What follows belongs to an exercise in optimizing a design on an open flow for a short achievable clock period and few clock cycles; a production flow would make more cautious choices.
No functional check of the RTL was part of this run.
No activity file was given, so power comes from the tool's default toggle rates.

==> flow/design.v <==
`timescale 1ns/1ps
module cvb (
    input  wire        clk,
    input  wire        rst,           
    input  wire        host_wr,
    input  wire [2:0]  host_waddr,
    input  wire [15:0] host_wdata,
    input  wire [2:0]  host_raddr,
    output wire [15:0] host_rdata,
    output wire        busy,
    output wire [2:0]  outcome,
    output wire        mem_en,
    output wire        mem_we,
    output wire [15:0] mem_addr,
    output wire [7:0]  mem_wdata,
    input  wire [7:0]  mem_rdata,
    output wire        poll_en,
    output wire [1:0]  poll_sel,      
    input  wire        poll_ans,
    output wire        put_en,
    output wire [7:0]  put_data,
    output wire        get_en,
    input  wire [7:0]  get_data,
    output wire        chs_valid,
    output wire [7:0]  chs_data,
    input  wire        chs_ready,
    input  wire        chs_err,
    input  wire        chr_valid,
    input  wire [7:0]  chr_data,
    input  wire        chr_err,
    output wire        chr_ready
);
    localparam [2:0] O_NONE    = 3'd0,
                     O_OK      = 3'd1,
                     O_TIMEOUT = 3'd2,
                     O_CHERR   = 3'd3,
                     O_MALF    = 3'd4,
                     O_INVAL   = 3'd5,
                     O_NOTF    = 3'd6,
                     O_ILLEGAL = 3'd7;
    localparam [7:0] LIMIT_RESET = 8'd16;
    reg [15:0] ptr, len, res;
    reg [7:0]  fill, limit;
    reg [2:0]  status;
    reg        ptr_nz, len_nz, len_ge2, len_ge3, len_eq3, lim_nz, lim_gt1;
    reg        ok_wr, ok_wtr, ok_rsy;
    reg        busy_r;
    reg        idle_r;            
    reg        m_wr, m_wtr, m_enc, m_dec, m_rsy;
    reg [1:0]  sub;               
    reg        mem_en_r, mem_we_r;
    reg [15:0] maddr;
    reg [7:0]  wreg;
    reg        poll_en_r, put_en_r, get_en_r, chr_ready_r;
    reg [1:0]  poll_sel_r;
    reg [7:0]  rem;               
    reg [15:0] left;              
    reg        rdp;               
    reg [7:0]  pbuf;              
    reg [7:0]  q0, q1, q2, q3, q4;  
    reg [2:0]  qn;
    reg        cv_r;              
    reg        bsel;              
    reg [15:0] rp;                
    reg [4:0]  rleft;             
    reg        rleft_nz;
    reg [2:0]  occ;               
    reg [1:0]  trl_push;
    reg [2:0]  wn;                
    reg [15:0] wa, wb;            
    reg [4:0]  scnt;              
    reg [7:0]  rb;                
    reg        rbv, rbpar, apar;
    reg [15:0] sum;
    reg [7:0]  b30;
    reg        qne;               
    reg [7:0]  qd;
    reg [15:0] qaddr;
    reg        pfin;              
    reg [2:0]  pcode;
    reg [15:0] oaddr;             
    reg [15:0] oleft;             
    reg        rk_nb, rk_first, rk_last;    
    reg        dk_nb, dk_first, dk_last;    
    reg [15:0] daddr;             
    reg [15:0] dp1, dm1;          
    reg [15:0] hp1, hm1;          
    reg        hv, hc, h40;       
    reg [15:0] haddr;
    reg        exp40;             
    reg [15:0] npair;             
    wire        cmd_wr  = host_wr & (host_waddr == 3'd0) & idle_r;
    wire        cmdz    = cmd_wr & (host_wdata[7:3] == 5'd0);
    wire [2:0]  opb     = host_wdata[2:0];
    wire        op1     = (opb == 3'd1);
    wire        op2     = (opb == 3'd2);
    wire        op3     = (opb == 3'd3);
    wire        op4     = (opb == 3'd4);
    wire        op5     = (opb == 3'd5);
    wire        st_wr   = cmdz & op1 & ok_wr;
    wire        st_wtr  = cmdz & op2 & ok_wtr;
    wire        st_enc  = cmdz & op3 & ptr_nz;
    wire        st_dec  = cmdz & op4 & ptr_nz;
    wire        st_rsy  = cmdz & op5 & ok_rsy;
    cvb_o_mem_en u_mem_en (
        .host_wr(host_wr), .host_waddr(host_waddr), .opc(host_wdata[7:0]), .busy(busy_r),
        .ok_wr(ok_wr), .ok_rsy(ok_rsy), .chr_valid(chr_valid), .chr_err(chr_err),
        .dq(m_dec & qne), .dr(m_dec & chr_ready_r), .r(mem_en_r), .q(mem_en)
    );
    assign mem_we = mem_we_r | (m_dec & qne) | (m_dec & chr_ready_r & chr_valid & ~chr_err);
    cvb_o_op1 u_poll_en (
        .host_wr(host_wr), .host_waddr(host_waddr), .opc(host_wdata[7:0]), .busy(busy_r),
        .ok(ok_wr), .r(poll_en_r), .q(poll_en)
    );
    cvb_o_op2 u_put_en (
        .host_wr(host_wr), .host_waddr(host_waddr), .opc(host_wdata[7:0]), .busy(busy_r),
        .ok(ok_wtr), .r(put_en_r), .q(put_en)
    );
    cvb_o_op3 u_chs_valid (
        .host_wr(host_wr), .host_waddr(host_waddr), .opc(host_wdata[7:0]), .busy(busy_r),
        .ok(ptr_nz), .r(cv_r), .q(chs_valid)
    );
    cvb_o_op4 u_chr_ready (
        .host_wr(host_wr), .host_waddr(host_waddr), .opc(host_wdata[7:0]), .busy(busy_r),
        .ok(ptr_nz), .r(chr_ready_r), .q(chr_ready)
    );
    wire [6:1] rsel;
    cvb_rddec u_rddec (.a(host_raddr), .s(rsel));
    cvb_rdbit u_rd0 (.s(rsel), .d1(status[0]), .d2(ptr[0]), .d3(len[0]), .d4(fill[0]), .d5(limit[0]), .d6(res[0]), .q(host_rdata[0]));
    cvb_rdbit u_rd1 (.s(rsel), .d1(status[1]), .d2(ptr[1]), .d3(len[1]), .d4(fill[1]), .d5(limit[1]), .d6(res[1]), .q(host_rdata[1]));
    cvb_rdbit u_rd2 (.s(rsel), .d1(status[2]), .d2(ptr[2]), .d3(len[2]), .d4(fill[2]), .d5(limit[2]), .d6(res[2]), .q(host_rdata[2]));
    cvb_rdbit u_rd3 (.s(rsel), .d1(1'b0), .d2(ptr[3]), .d3(len[3]), .d4(fill[3]), .d5(limit[3]), .d6(res[3]), .q(host_rdata[3]));
    cvb_rdbit u_rd4 (.s(rsel), .d1(1'b0), .d2(ptr[4]), .d3(len[4]), .d4(fill[4]), .d5(limit[4]), .d6(res[4]), .q(host_rdata[4]));
    cvb_rdbit u_rd5 (.s(rsel), .d1(1'b0), .d2(ptr[5]), .d3(len[5]), .d4(fill[5]), .d5(limit[5]), .d6(res[5]), .q(host_rdata[5]));
    cvb_rdbit u_rd6 (.s(rsel), .d1(1'b0), .d2(ptr[6]), .d3(len[6]), .d4(fill[6]), .d5(limit[6]), .d6(res[6]), .q(host_rdata[6]));
    cvb_rdbit u_rd7 (.s(rsel), .d1(1'b0), .d2(ptr[7]), .d3(len[7]), .d4(fill[7]), .d5(limit[7]), .d6(res[7]), .q(host_rdata[7]));
    cvb_rdbit u_rd8 (.s(rsel), .d1(1'b0), .d2(ptr[8]), .d3(len[8]), .d4(1'b0), .d5(1'b0), .d6(res[8]), .q(host_rdata[8]));
    cvb_rdbit u_rd9 (.s(rsel), .d1(1'b0), .d2(ptr[9]), .d3(len[9]), .d4(1'b0), .d5(1'b0), .d6(res[9]), .q(host_rdata[9]));
    cvb_rdbit u_rd10 (.s(rsel), .d1(1'b0), .d2(ptr[10]), .d3(len[10]), .d4(1'b0), .d5(1'b0), .d6(res[10]), .q(host_rdata[10]));
    cvb_rdbit u_rd11 (.s(rsel), .d1(1'b0), .d2(ptr[11]), .d3(len[11]), .d4(1'b0), .d5(1'b0), .d6(res[11]), .q(host_rdata[11]));
    cvb_rdbit u_rd12 (.s(rsel), .d1(1'b0), .d2(ptr[12]), .d3(len[12]), .d4(1'b0), .d5(1'b0), .d6(res[12]), .q(host_rdata[12]));
    cvb_rdbit u_rd13 (.s(rsel), .d1(1'b0), .d2(ptr[13]), .d3(len[13]), .d4(1'b0), .d5(1'b0), .d6(res[13]), .q(host_rdata[13]));
    cvb_rdbit u_rd14 (.s(rsel), .d1(1'b0), .d2(ptr[14]), .d3(len[14]), .d4(1'b0), .d5(1'b0), .d6(res[14]), .q(host_rdata[14]));
    cvb_rdbit u_rd15 (.s(rsel), .d1(1'b0), .d2(ptr[15]), .d3(len[15]), .d4(1'b0), .d5(1'b0), .d6(res[15]), .q(host_rdata[15]));
    assign busy      = busy_r;
    assign outcome   = status;
    assign mem_addr  = busy_r ? ((m_dec & qne) ? qaddr : maddr) : ptr;
    assign mem_wdata = m_wtr ? get_data : (m_dec ? (qne ? qd : chr_data) : wreg);
    assign poll_sel  = poll_sel_r & {2{busy_r}};
    assign put_data  = (rdp & m_wr) ? mem_rdata : (m_wr ? pbuf : fill);
    assign get_en    = get_en_r;
    assign chs_data  = bsel ? mem_rdata : q0;    
    wire        hw_ok   = host_wr & idle_r;
    wire [15:0] ptr_n   = (hw_ok && host_waddr == 3'd2) ? host_wdata : ptr;
    wire [15:0] len_n   = (hw_ok && host_waddr == 3'd3) ? host_wdata : len;
    wire [7:0]  lim_n   = (hw_ok && host_waddr == 3'd5) ? host_wdata[7:0] : limit;
    wire        lastp   = (rem == 8'd1);
    wire        lastb   = (left == 16'd1);
    wire        rd_now   = mem_en_r & ~mem_we_r;
    wire        pop      = m_enc & (qn != 3'd0) & chs_ready;
    wire        byp_x    = m_enc & (qn == 3'd0) & rdp & chs_ready;    
    wire        xfer     = pop | byp_x;
    wire        sum_done = ~rleft_nz & ~rd_now & ~rdp & ~rbv;
    wire        push_t   = m_enc & sum_done & (trl_push != 2'd0) & (qn != 3'd5);
    wire        push     = (m_enc & rdp & ~byp_x) | push_t;
    wire [7:0]  pushd    = rdp ? mem_rdata : (trl_push[0] ? ~sum[7:0] : ~sum[15:8]);
    wire [2:0]  qa       = qn - {2'd0, pop};           
    wire [2:0]  qn_next  = qa + {2'd0, push};
    wire        rd_ok    = rleft_nz & (occ <= 3'd4);
    wire        wr_ok    = ~wn[2] & (~wn[1] | sum_done);
    wire        is20    = (mem_rdata == 8'h20);
    wire        is40    = (mem_rdata == 8'h40);
    wire        arr_nb  = rdp & dk_nb;
    wire        arr_ev  = rdp & ~dk_nb;
    wire        nb_now  = mem_en_r & rk_nb;
    wire        found   = arr_nb & (exp40 ? is40 : is20);
    wire        a_cand  = (is40 & ~dk_first) | (is20 & ~dk_last);
    wire        use_h   = arr_nb;                         
    wire        use_a   = arr_ev & ~nb_now;
    wire        s_cand  = use_h ? (hv & hc) : (use_a & a_cand);
    wire        s_40    = use_h ? h40 : is40;
    wire [15:0] s_nb    = use_h ? (h40 ? hm1 : hp1) : (is40 ? dm1 : dp1);
    wire [15:0] s_pair  = use_h ? (h40 ? hm1 : haddr) : (is40 ? dm1 : daddr);
    wire [15:0] rsy_n   = {1'b0, len[15:1]} + {15'd0, len[0]};    
    reg         fin;
    reg  [2:0]  fcode;
    always @(posedge clk) begin
        fin   = 1'b0;
        fcode = O_OK;
        if (rst) begin
            ptr    <= 16'd0;
            len    <= 16'd0;
            fill   <= 8'd0;
            limit  <= LIMIT_RESET;
            res    <= 16'd0;
            status <= O_NONE;
            ptr_nz <= 1'b0; len_nz <= 1'b0; len_ge2 <= 1'b0; len_ge3 <= 1'b0; len_eq3 <= 1'b0;
            lim_nz <= 1'b1; lim_gt1 <= 1'b1;
            ok_wr  <= 1'b0; ok_wtr <= 1'b0; ok_rsy <= 1'b0;
            busy_r <= 1'b0;
            idle_r <= 1'b1;
            m_wr <= 1'b0; m_wtr <= 1'b0; m_enc <= 1'b0; m_dec <= 1'b0; m_rsy <= 1'b0;
            sub  <= 2'd0;
            mem_en_r <= 1'b0; mem_we_r <= 1'b0;
            poll_en_r <= 1'b0; put_en_r <= 1'b0; get_en_r <= 1'b0; chr_ready_r <= 1'b0;
            poll_sel_r <= 2'd0;
            q0   <= 8'h20;
            rdp  <= 1'b0;
            qn   <= 3'd0;
            cv_r <= 1'b0;
            bsel <= 1'b0;
            rbv  <= 1'b0;
            hv   <= 1'b0;
            rk_nb <= 1'b0;
            dk_nb <= 1'b0;
        end else begin
            rdp      <= rd_now;
            dk_nb    <= rk_nb;
            dk_first <= rk_first;
            dk_last  <= rk_last;
            daddr    <= maddr;
            dp1      <= maddr + 16'd1;
            dm1      <= maddr - 16'd1;
            if (rdp) pbuf <= mem_rdata;
            ptr     <= ptr_n;
            len     <= len_n;
            limit   <= lim_n;
            ptr_nz  <= (ptr_n != 16'd0);
            len_nz  <= (len_n != 16'd0);
            len_ge2 <= (len_n[15:1] != 15'd0);
            len_ge3 <= (len_n[15:2] != 14'd0) | (len_n[1] & len_n[0]);
            len_eq3 <= (len_n == 16'd3);
            lim_nz  <= (lim_n != 8'd0);
            lim_gt1 <= (lim_n[7:1] != 7'd0);
            ok_wr   <= (ptr_n != 16'd0) & (len_n != 16'd0) & (lim_n != 8'd0);
            ok_wtr  <= (ptr_n != 16'd0) & (len_n != 16'd0);
            ok_rsy  <= (ptr_n != 16'd0) & (len_n[15:1] != 15'd0);
            if (hw_ok && host_waddr == 3'd4) fill <= host_wdata[7:0];
            if (idle_r) begin
                left       <= len;
                rem        <= opb[1] ? limit : limit - 8'd1;
                sub        <= {1'b0, opb[1] | poll_ans};
                poll_sel_r <= opb[1] ? 2'd2 : 2'd0;
                maddr      <= (opb[0] & (opb[1] | opb[2])) ? ptr + 16'd2 :
                              ((opb[0] & ~opb[1] & ~opb[2]) | (opb[2] & ~opb[0] & chr_valid)) ? ptr + 16'd1 :
                              ptr;
                rdp        <= opb[0] & ~opb[1];
                q1         <= 8'h40;
                rp         <= ptr + 16'd3;
                rleft      <= 5'd27;
                rleft_nz   <= 1'b1;
                occ        <= chs_ready ? 3'd2 : 3'd3;
                wn         <= 3'd0;
                wa         <= ptr;
                wb         <= ptr + 16'd30;
                trl_push   <= 2'b11;
                apar       <= 1'b0;
                sum        <= opb[2] ? 16'd0 : 16'h4020;
                scnt       <= {4'd0, opb[2] ? chr_valid : chs_ready};
                rb         <= chr_data;
                rbpar      <= 1'b0;
                rbv        <= opb[2] & chr_valid;
                qne        <= chr_valid;
                qd         <= chr_data;
                qaddr      <= ptr;
                pfin       <= 1'b0;
                dk_nb      <= 1'b0;
                dk_first   <= 1'b1;
                dk_last    <= 1'b0;
                daddr      <= ptr;
                dp1        <= ptr + 16'd1;
                dm1        <= ptr - 16'd1;
                hv         <= 1'b0;
                rk_nb      <= 1'b0;
                rk_first   <= 1'b0;
                rk_last    <= len_eq3;
                oaddr      <= ptr + 16'd4;
                oleft      <= len_ge3 ? rsy_n - 16'd2 : 16'd0;
                busy_r      <= (st_wr & (poll_ans | lim_gt1)) | (st_wtr & lim_nz) | st_enc |
                               (st_dec & ~(chr_valid & chr_err)) | st_rsy;
                idle_r      <= ~((st_wr & (poll_ans | lim_gt1)) | (st_wtr & lim_nz) | st_enc |
                                 (st_dec & ~(chr_valid & chr_err)) | st_rsy);
                m_wr        <= st_wr & (poll_ans | lim_gt1);
                m_wtr       <= st_wtr & lim_nz;
                m_enc       <= st_enc;
                m_dec       <= st_dec & ~(chr_valid & chr_err);
                m_rsy       <= st_rsy;
                mem_en_r    <= (st_wr & poll_ans & len_ge2) | st_enc | (st_rsy & len_ge3);
                mem_we_r    <= 1'b0;
                poll_en_r   <= (st_wr & ~poll_ans & lim_gt1) | (st_wtr & lim_nz);
                put_en_r    <= st_wr & poll_ans;
                get_en_r    <= 1'b0;
                chr_ready_r <= st_dec & ~(chr_valid & chr_err);
                q0          <= (st_enc & chs_ready) ? 8'h40 : 8'h20;
                qn          <= st_enc ? (chs_ready ? 3'd1 : 3'd2) : 3'd0;
                cv_r        <= st_enc;
                bsel        <= 1'b0;
                if (cmd_wr) begin
                    if (host_wdata[7:3] != 5'd0 || opb == 3'd0 || opb[2:1] == 2'b11) begin
                        status <= O_ILLEGAL;
                    end else if (op1) begin
                        if (!(ptr_nz && len_nz)) begin
                            status <= O_INVAL;
                        end else if (!lim_nz || (!poll_ans && !lim_gt1)) begin
                            status <= O_TIMEOUT;
                        end
                    end else if (op2) begin
                        if (!(ptr_nz && len_nz)) begin
                            status <= O_INVAL;
                        end else if (!lim_nz) begin
                            status <= O_TIMEOUT;
                        end
                    end else if (op3) begin
                        if (!ptr_nz) begin
                            status <= O_INVAL;
                        end
                    end else if (op4) begin
                        if (!ptr_nz) begin
                            status <= O_INVAL;
                        end else if (chr_valid && chr_err) begin
                            status <= O_CHERR;
                        end
                    end else begin
                        if (!(ptr_nz && len_nz)) begin
                            status <= O_INVAL;
                            res <= 16'd0;
                        end else if (!len_ge2) begin
                            status <= O_NOTF;
                            res <= 16'd0;
                        end
                    end
                end
            end
            if (m_wr) begin
                mem_en_r <= 1'b0;
                if (mem_en_r) maddr <= maddr + 16'd1;
                case (sub)
                    2'd0: begin                           
                        if (poll_ans) begin
                            sub       <= 2'd1;
                            poll_en_r <= 1'b0;
                            put_en_r  <= 1'b1;
                            mem_en_r  <= ~lastb;          
                        end else if (lastp) begin
                            fin = 1'b1; fcode = O_TIMEOUT;
                        end else begin
                            rem <= rem - 8'd1;
                        end
                    end
                    2'd1: begin                           
                        sub        <= 2'd2;
                        put_en_r   <= 1'b0;
                        poll_en_r  <= 1'b1;
                        poll_sel_r <= 2'd1;
                        rem        <= limit;
                    end
                    default: begin                        
                        if (poll_ans) begin
                            if (lastb) begin
                                fin = 1'b1; fcode = O_OK;
                            end else begin
                                left       <= left - 16'd1;
                                sub        <= 2'd0;
                                poll_sel_r <= 2'd0;
                                rem        <= limit;
                            end
                        end else if (lastp) begin
                            fin = 1'b1; fcode = O_TIMEOUT;
                        end else begin
                            rem <= rem - 8'd1;
                        end
                    end
                endcase
            end
            if (m_wtr) begin
                case (sub)
                    2'd0: begin                           
                        put_en_r   <= 1'b0;
                        sub        <= 2'd1;
                        poll_en_r  <= 1'b1;
                        rem        <= limit;
                    end
                    2'd1: begin                           
                        if (poll_ans) begin
                            sub       <= 2'd2;
                            poll_en_r <= 1'b0;
                            get_en_r  <= 1'b1;
                            mem_en_r  <= 1'b1;
                            mem_we_r  <= 1'b1;
                        end else if (lastp) begin
                            fin = 1'b1; fcode = O_TIMEOUT;
                        end else begin
                            rem <= rem - 8'd1;
                        end
                    end
                    default: begin                        
                        get_en_r <= 1'b0;
                        mem_en_r <= 1'b0;
                        mem_we_r <= 1'b0;
                        maddr    <= maddr + 16'd1;
                        if (lastb) begin
                            fin = 1'b1; fcode = O_OK;
                        end else begin
                            left     <= left - 16'd1;
                            sub      <= 2'd0;
                            put_en_r <= 1'b1;
                        end
                    end
                endcase
            end
            if (m_enc | m_dec) begin
                if (rbv) sum <= sum + (rbpar ? {rb, 8'h00} : {8'h00, rb});
            end
            if (m_enc) begin
                if (pop) begin
                    q0 <= q1; q1 <= q2; q2 <= q3; q3 <= q4;
                end
                if (push) begin
                    case (qa)
                        3'd0: q0 <= pushd;
                        3'd1: q1 <= pushd;
                        3'd2: q2 <= pushd;
                        3'd3: q3 <= pushd;
                        default: q4 <= pushd;
                    endcase
                end
                qn <= qn_next;
                cv_r <= (qn_next != 3'd0) | rd_now;
                bsel <= (qn_next == 3'd0);
                occ <= occ - {2'd0, xfer} + {2'd0, push_t} + {2'd0, rd_ok};
                if (push_t) trl_push <= trl_push[0] ? 2'b10 : 2'b00;
                rbv   <= rdp;
                rb    <= mem_rdata;
                rbpar <= apar;
                if (rdp) apar <= ~apar;
                if (rd_ok) begin
                    mem_en_r <= 1'b1;
                    mem_we_r <= 1'b0;
                    maddr    <= rp;
                    rp       <= rp + 16'd1;
                    rleft    <= rleft - 5'd1;
                    rleft_nz <= (rleft != 5'd1);
                end else if (wr_ok) begin
                    mem_en_r <= 1'b1;
                    mem_we_r <= 1'b1;
                    maddr    <= wa;
                    wa       <= wn[0] ? wb : wa + 16'd1;
                    wreg     <= wn[1] ? (wn[0] ? ~sum[15:8] : ~sum[7:0]) : (wn[0] ? 8'h40 : 8'h20);
                    wn       <= wn + 3'd1;
                end else begin
                    mem_en_r <= 1'b0;
                    mem_we_r <= 1'b0;
                end
                if (xfer) begin
                    scnt <= scnt + 5'd1;
                    if (scnt == 5'd31) begin
                        fin = 1'b1; fcode = chs_err ? O_CHERR : O_OK;
                    end
                end
            end
            if (m_dec) begin
                rbv <= 1'b0;
                if (pfin) begin
                    fin = 1'b1; fcode = pcode;
                end else begin
                    qne <= qne & chr_valid & ~chr_err;
                    if (qne) begin
                        qd    <= chr_data;
                        qaddr <= maddr;
                    end
                    if (chr_valid) begin
                        if (chr_err) begin
                            fin = 1'b1; fcode = O_CHERR;
                        end else begin
                            maddr <= maddr + 16'd1;
                            scnt  <= scnt + 5'd1;
                            rb    <= chr_data;
                            rbv   <= (scnt < 5'd30);
                            rbpar <= scnt[0];
                            if (scnt == 5'd30) b30 <= chr_data;
                            if (scnt == 5'd31) begin
                                if (qne) begin
                                    pfin        <= 1'b1;
                                    chr_ready_r <= 1'b0;
                                    pcode       <= ((chr_data == ~sum[15:8]) && (b30 == ~sum[7:0])) ? O_OK : O_MALF;
                                end else begin
                                    fin = 1'b1;
                                    fcode = ((chr_data == ~sum[15:8]) && (b30 == ~sum[7:0])) ? O_OK : O_MALF;
                                end
                            end
                        end
                    end
                end
            end
            if (m_rsy) begin
                if (use_h) hv <= 1'b0;
                if (arr_ev & nb_now) begin
                    hv    <= 1'b1;
                    hc    <= a_cand;
                    h40   <= is40;
                    haddr <= daddr;
                    hp1   <= dp1;
                    hm1   <= dm1;
                end
                if (found) begin
                    res <= npair;
                    fin = 1'b1; fcode = O_OK;
                end else if (s_cand) begin
                    mem_en_r <= 1'b1;
                    rk_nb    <= 1'b1;
                    rk_first <= 1'b0;
                    rk_last  <= 1'b0;
                    maddr    <= s_nb;
                    npair    <= s_pair;
                    exp40    <= ~s_40;
                end else if (oleft != 16'd0) begin
                    mem_en_r <= 1'b1;
                    rk_nb    <= 1'b0;
                    rk_first <= 1'b0;
                    rk_last  <= (oleft == 16'd1) & len[0];
                    maddr    <= oaddr;
                    oaddr    <= oaddr + 16'd2;
                    oleft    <= oleft - 16'd1;
                end else begin
                    mem_en_r <= 1'b0;
                    rk_nb    <= 1'b0;
                    if (!mem_en_r) begin
                        res <= 16'd0;
                        fin = 1'b1; fcode = O_NOTF;
                    end
                end
            end
            if (fin) begin
                status      <= fcode;
                busy_r      <= 1'b0;
                idle_r      <= 1'b1;
                m_wr        <= 1'b0;
                m_wtr       <= 1'b0;
                m_enc       <= 1'b0;
                m_dec       <= 1'b0;
                m_rsy       <= 1'b0;
                mem_en_r    <= 1'b0;
                mem_we_r    <= 1'b0;
                poll_en_r   <= 1'b0;
                put_en_r    <= 1'b0;
                get_en_r    <= 1'b0;
                chr_ready_r <= 1'b0;
                qn          <= 3'd0;
                cv_r        <= 1'b0;
                bsel        <= 1'b0;
                q0          <= 8'h20;
                hv          <= 1'b0;
                rk_nb       <= 1'b0;
            end
        end
    end
endmodule
module cvb_o_mem_en (
    input  wire       host_wr,
    input  wire [2:0] host_waddr,
    input  wire [7:0] opc,
    input  wire       busy, ok_wr, ok_rsy, chr_valid, chr_err, dq, dr, r,
    output wire       q
);
    wire cmdz = host_wr & (host_waddr == 3'd0) & ~busy & (opc[7:3] == 5'd0);
    assign q = r | dq | (cmdz & (((opc[2:0] == 3'd1) & ok_wr) | ((opc[2:0] == 3'd5) & ok_rsy))) |
               (dr & chr_valid & ~chr_err);
endmodule
module cvb_o_op4 (
    input  wire       host_wr,
    input  wire [2:0] host_waddr,
    input  wire [7:0] opc,
    input  wire       busy, ok, r,
    output wire       q
);
    assign q = r | (host_wr & (host_waddr == 3'd0) & ~busy & (opc == 8'h04) & ok);
endmodule
module cvb_o_op1 (
    input  wire       host_wr,
    input  wire [2:0] host_waddr,
    input  wire [7:0] opc,
    input  wire       busy, ok, r,
    output wire       q
);
    assign q = r | (host_wr & (host_waddr == 3'd0) & ~busy & (opc == 8'h01) & ok);
endmodule
module cvb_o_op2 (
    input  wire       host_wr,
    input  wire [2:0] host_waddr,
    input  wire [7:0] opc,
    input  wire       busy, ok, r,
    output wire       q
);
    assign q = r | (host_wr & (host_waddr == 3'd0) & ~busy & (opc == 8'h02) & ok);
endmodule
module cvb_o_op3 (
    input  wire       host_wr,
    input  wire [2:0] host_waddr,
    input  wire [7:0] opc,
    input  wire       busy, ok, r,
    output wire       q
);
    assign q = r | (host_wr & (host_waddr == 3'd0) & ~busy & (opc == 8'h03) & ok);
endmodule
module cvb_rddec (
    input  wire [2:0] a,
    output wire [6:1] s
);
    assign s[1] = (a == 3'd1);
    assign s[2] = (a == 3'd2);
    assign s[3] = (a == 3'd3);
    assign s[4] = (a == 3'd4);
    assign s[5] = (a == 3'd5);
    assign s[6] = (a == 3'd6);
endmodule
module cvb_rdbit (
    input  wire [6:1] s,
    input  wire       d1, d2, d3, d4, d5, d6,
    output wire       q
);
    assign q = (s[1] & d1) | (s[2] & d2) | (s[3] & d3) | (s[4] & d4) | (s[5] & d5) | (s[6] & d6);
endmodule
==> flow/run.sh <==
#!/bin/bash
# synth_recipe.tcl (not shown) runs the flow's synth.tcl, then flattens the netlist and writes it again
# the make line also repeats each setting of config.mk as NAME=value (left out here)
make -C /OpenROAD-flow-scripts/flow DESIGN_CONFIG=/design/flow/config.mk WORK_HOME=/design/flow/orfs CLKGATE_MAP_FILE= SYNTH_SCRIPT=/design/flow/synth_recipe.tcl finish
==> flow/config.mk <==
export PLATFORM = sky130hd
export DESIGN_NAME = cvb
export DESIGN_NICKNAME = cvb
export VERILOG_FILES = /design/flow/design.v
export SDC_FILE = /design/flow/constraint.sdc
export NUM_CORES = 4
export LEC_CHECK = 0
export CAP_MARGIN = 20
export CORE_MARGIN = 2
export CORE_UTILIZATION = 60
export PLACE_DENSITY = 0.7
export SETUP_SLACK_MARGIN = 3.0
export SLEW_MARGIN = 20
export SYNTH_HIERARCHICAL = 1
export SYNTH_MINIMUM_KEEP_SIZE = 0
==> flow/constraint.sdc <==
create_clock -name core_clock -period 6.0 [get_ports {clk}]
set_input_delay 1.2000 -clock core_clock [delete_from_list [all_inputs] [get_ports {clk}]]
set_output_delay 1.2000 -clock core_clock [all_outputs]
set_load 0.01 [all_outputs]
==> run_summary.xml <==
<?xml version="1.0" encoding="UTF-8"?>
<metrics>
  <group name="run_status">
    <metric name="outcome" unit="">finished clean</metric>
  </group>
  <group name="drt">
    <metric name="route.antenna.remaining_nets" unit="">0</metric>
    <metric name="firstDrtPassIters" unit="">6</metric>
    <metric name="post-route-drc-count" unit="">0</metric>
    <metric name="routed-via-count" unit="">26800</metric>
    <metric name="vias_per_cell" unit="">6.98</metric>
    <metric name="violation_count_after_the_first_detailed_routing_iteration" unit="">3445</metric>
    <metric name="wirelength" unit="mm">102</metric>
    <metric name="avgRoutedWirePerCell" unit="microns">26.6</metric>
  </group>
  <group name="timing">
    <metric name="grt_setup_unrepaired" unit="">yes</metric>
    <metric name="drv_slew" unit="">0</metric>
    <metric name="min_period" unit="ns">3.41</metric>
    <metric name="final_setup_vio_count" unit="">0</metric>
    <metric name="finalHoldViolCount" unit="">0</metric>
    <metric name="post-route-period-util" unit="%">56.9</metric>
    <metric name="max_slew.worst_pin.slew" unit="ns">1.02</metric>
    <metric name="max_slew_margin" unit="%">32.2</metric>
    <metric name="worst_clk_skew" unit="ns">0.0168</metric>
    <metric name="timing.setup.tns" unit="ns">0</metric>
    <metric name="finalHoldWorstSlack" unit="ns">0.451</metric>
    <metric name="fmax" unit="GHz">0.293</metric>
  </group>
  <group name="clock_tree">
    <metric name="clockBufferDepth" unit="">3</metric>
    <metric name="cts_hold_repair.buffers" unit="">0</metric>
    <metric name="cts-root-buf" unit="">sky130_fd_sc_hd__clkbuf_16</metric>
    <metric name="cts_tree" unit="">built</metric>
    <metric name="clk-insertion-delay-late" unit="ns">0.63</metric>
    <metric name="htree_levels" unit="">2</metric>
    <metric name="cts-buffers-inserted" unit="">51</metric>
    <metric name="cts.sink_count" unit="">478</metric>
    <metric name="cts.reportedPaths.clkPinSlew" unit="ns">0.06</metric>
  </group>
  <group name="placed_design">
    <metric name="buffer_ports.inserted" unit="">122</metric>
    <metric name="dp.final_hpwl" unit="mm">67.3</metric>
    <metric name="gp_congestion" unit="">0.958</metric>
    <metric name="placed_instance_area" unit="sq um">31000</metric>
    <metric name="placed_insts" unit="">3642</metric>
  </group>
  <group name="power">
    <metric name="max-vdd-ir-drop" unit="V">0.000263</metric>
    <metric name="powerDensity" unit="nW/um^2">227</metric>
    <metric name="leakagePower" unit="nW">12.8</metric>
  </group>
  <group name="worst_setup_path">
    <metric name="cpPeakStageDelay" unit="ns">0.25</metric>
    <metric name="timing_worst_setup_path_type" unit="">primary input to primary output</metric>
    <metric name="timing.critical_path.arrival" unit="ns">2.21</metric>
    <metric name="crit_path_buf_inv_count" unit="">3</metric>
    <metric name="crit_path_cell_trace" unit="">buf_12 -&gt; and3b_2 -&gt; clkbuf_16 -&gt; a22oi_2 -&gt; nand3_1 -&gt; buf_2</metric>
    <metric name="critPathTopFamily" unit="">buffers and inverters</metric>
    <metric name="worst_path_max_delay_cell" unit="">sky130_fd_sc_hd__and3b_2</metric>
    <metric name="worst_setup_path_end_kind" unit="">primary output</metric>
    <metric name="cp-start-kind" unit="">primary input</metric>
    <metric name="critPathRequiredTime" unit="ns">4.80</metric>
    <metric name="crit_fanout" unit="">8</metric>
  </group>
  <group name="finish">
    <metric name="final_cells" unit="">3840</metric>
    <metric name="layout.nets" unit="">3288</metric>
    <metric name="finish.utilization" unit="%">72.6</metric>
    <metric name="syn2layout_area_growth" unit="%">19.8</metric>
    <metric name="layout-drive-gt1-share" unit="%">18.8</metric>
    <metric name="stdcell_area" unit="sq um">34500</metric>
  </group>
  <group name="global_routing">
    <metric name="grt_pass1_vias" unit="">25000</metric>
    <metric name="grt_antenna_before_repair" unit="">1</metric>
    <metric name="total_global_routing_overflow" unit="">0</metric>
    <metric name="grt_start_max_net_pins" unit="">104</metric>
    <metric name="grt.total_usage" unit="%">39.5</metric>
    <metric name="grt_pass1_wl" unit="mm">152</metric>
  </group>
  <group name="synth">
    <metric name="netlist_top_cells_area" unit="">sky130_fd_sc_hd__edfxtp_1, sky130_fd_sc_hd__dfxtp_1, sky130_fd_sc_hd__a21oi_1</metric>
    <metric name="synthAdderAreaFrac" unit="%">2.29</metric>
    <metric name="synthesis.area" unit="sq um">28800</metric>
    <metric name="post_synth_xor_area_fraction" unit="%">4.71</metric>
    <metric name="post_synth_mux_area_share" unit="%">5.32</metric>
    <metric name="main_combinational_cell_family_by_area_after_synthesis" unit="">compound AO/OA/AOI/OAI gates</metric>
    <metric name="netlist.top_cell.by_area" unit="">sky130_fd_sc_hd__edfxtp_1</metric>
    <metric name="yosysMostFrequentCell" unit="">sky130_fd_sc_hd__edfxtp_1</metric>
    <metric name="synth_largest_type_area_fraction" unit="%">38.1</metric>
    <metric name="synthDistinctLibCells" unit="">92</metric>
    <metric name="synth-seq-cells" unit="">478</metric>
    <metric name="synthFlopType" unit="">sky130_fd_sc_hd__edfxtp_1</metric>
    <metric name="synthSimpleGateAreaFrac" unit="%">18.2</metric>
    <metric name="async_flop_share" unit="%">0</metric>
    <metric name="yosys_warnings" unit="">7</metric>
    <metric name="ys_seq_area_share" unit="%">45.9</metric>
    <metric name="number_of_synthesized_flops_with_an_enable_pin" unit="">366</metric>
    <metric name="netlist_top_cells_count" unit="">sky130_fd_sc_hd__edfxtp_1, sky130_fd_sc_hd__nor2_1, sky130_fd_sc_hd__nand2_1</metric>
    <metric name="syn-mean-instance-area" unit="sq um">9.50</metric>
    <metric name="synth_compound_gate_area_share" unit="%">19.6</metric>
    <metric name="synthCells" unit="">3033</metric>
  </group>
  <group name="run">
    <metric name="drv_cap" unit="">0</metric>
  </group>
  <group name="die">
    <metric name="die_area" unit="sq um">49800</metric>
    <metric name="rows" unit="">80</metric>
    <metric name="die_height" unit="microns">223</metric>
    <metric name="die-width" unit="microns">223</metric>
    <metric name="initial_utilization" unit="%">60.6</metric>
    <metric name="io_pins" unit="">123</metric>
    <metric name="core_region_area" unit="sq um">47500</metric>
  </group>
  <group name="min_path">
    <metric name="hp-class" unit="">register to register</metric>
  </group>
</metrics>
Yosys stat by module (local to each module, per instance):
module / cells inside / area, sq um
cvb_o_op4: 5 / 58.8
cvb_o_mem_en: 8 / 78.8
cvb_o_op1: 5 / 58.8
cvb_o_op3: 5 / 53.8
cvb: 2935 / 28000
cvb_rddec: 6 / 52.6
cvb_o_op2: 5 / 58.8
cvb_rdbit: 4 / 27.5
cell usage in the layout (no fill, tap or decap), drive strengths merged, types with 86 or more instances in the layout:
cell    count
nand3     101
nand2     266
a22oi      86
dfxtp     112
buf       246
edfxtp    366
a21oi     237
mux2i     112
inv        90
nor2      304
o21ai     170
registers in the layout, summed over array words and instances (netlist names), 15 cells and up:
signal and flops:
npair 16, haddr 16, hp1 15, len 16, oleft 16, hm1 16, sum 16, wa 16
daddr 16, dp1 16, left 16, res 16, dm1 15, maddr 16, rp 16, wb 16
ptr 16, qaddr 16, oaddr 16
through the flow:
| step | total power [mW] | setup WS (ns) |
|---|---|---|
| after detailed placement | 4.47 | 1.42 |
| after global placement | 4.45 | 1.49 |
| final | 7.84 | 2.59 |
| after global routing | 8.01 | 2.55 |
| after floorplan | 4.22 | 0.819 |
| after CTS | 7.77 | 2.64 |
kinds of logic after synthesis:
family                   Yosys count
XOR/XNOR                         155
AO/OA/AOI/OAI                    855
flip-flops                       478
adder cells (fa/ha/maj)           51
other                              1
buffers and inverters            294
multiplexers                     148
AND/OR/NAND/NOR                 1051
routing by layer:
layer / GRT usage (%) / wire [microns] / vias to the layer above
met2: 62.2 / 46800 / 1816
met4: 20.0 / 6090 / 0
met3: 6.66 / 10800 / 377
li1: - / - / 11700
met5: 0 / 0 / -
met1: 52.8 / 38600 / 13000
power breakdown:
| part | switching [mW] | internal (mW) | leakage, nW |
|---|---|---|---|
| Sequential | 0.140 | 3.67 | 4.44 |
| Clock | 1.42 | 1.92 | 0.848 |
| Combinational | 0.404 | 0.286 | 7.51 |
| Total | 1.97 | 5.88 | 12.8 |
path summary, 6_finish.rpt:
| kind | slack [ns] | cells past startpoint | from | end |
|---|---|---|---|---|
| worst max-delay path | 2.59 | 6 | host_raddr[1] | host_rdata[3] |
| worst min register to register | 0.45 | 0 | dm1[6]$_DFFE_PN_ | hm1[6]$_DFFE_PP_ |
| worst min-delay path | 0.45 | 0 | dm1[6]$_DFFE_PN_ | hm1[6]$_DFFE_PP_ |
| worst max register to register | 2.95 | 10 | mem_en_r$_SDFF_PP0_ | occ[2]$_SDFFCE_PN0P_ |
cell type report:
| cell class | instances | area [sq um] |
|---|---|---|
| multi-input combinational | 2291 | 15800 |
| sequential | 478 | 13300 |
| fill | 3477 | 13000 |
| timing repair buffer | 274 | 2640 |
| clock buffer | 70 | 1420 |
| tap | 615 | 769 |
| inverter | 86 | 349 |
| clock inverter | 24 | 299 |
| timing repair inverter | 1 | 8.76 |
| antenna | 1 | 2.50 |
timing repair:
item | in CTS | in global routing
gates resized for setup | 634 | 115
setup buffers | 52 | 41
pin swaps | 94 | 61
cloned | 7 | 2
setup endpoints to repair | 321 | 138

[separate check: timing with driven ports]
In the flow no input, the clock included, has a driving cell. The finished layout below was timed again as built, in two steps. Step 1 sets driving cells, clkbuf_16 on the clock port and buf_2 on the other inputs (assumed; they add their load-dependent delay and slew). Step 2 adds t to the input delays and takes it off the output delays; t is the mean of the earliest and latest rising clock arrival at the registers after step 1. Input paths then give back, and output paths get back, about the clock's delay inside the block. a / b / c = no drivers / after step 1 / after step 2; a / b = the first two.
t (ns): 0.679
setup WS [ns]: 2.588 / 2.533 / 2.227
clock arrival spread, ns: 0.018 / 0.018
After both steps setup and hold are still met in this run. For this run, drivers alone change the setup slack by -0.055 ns; drivers and shift together by -0.361 ns.
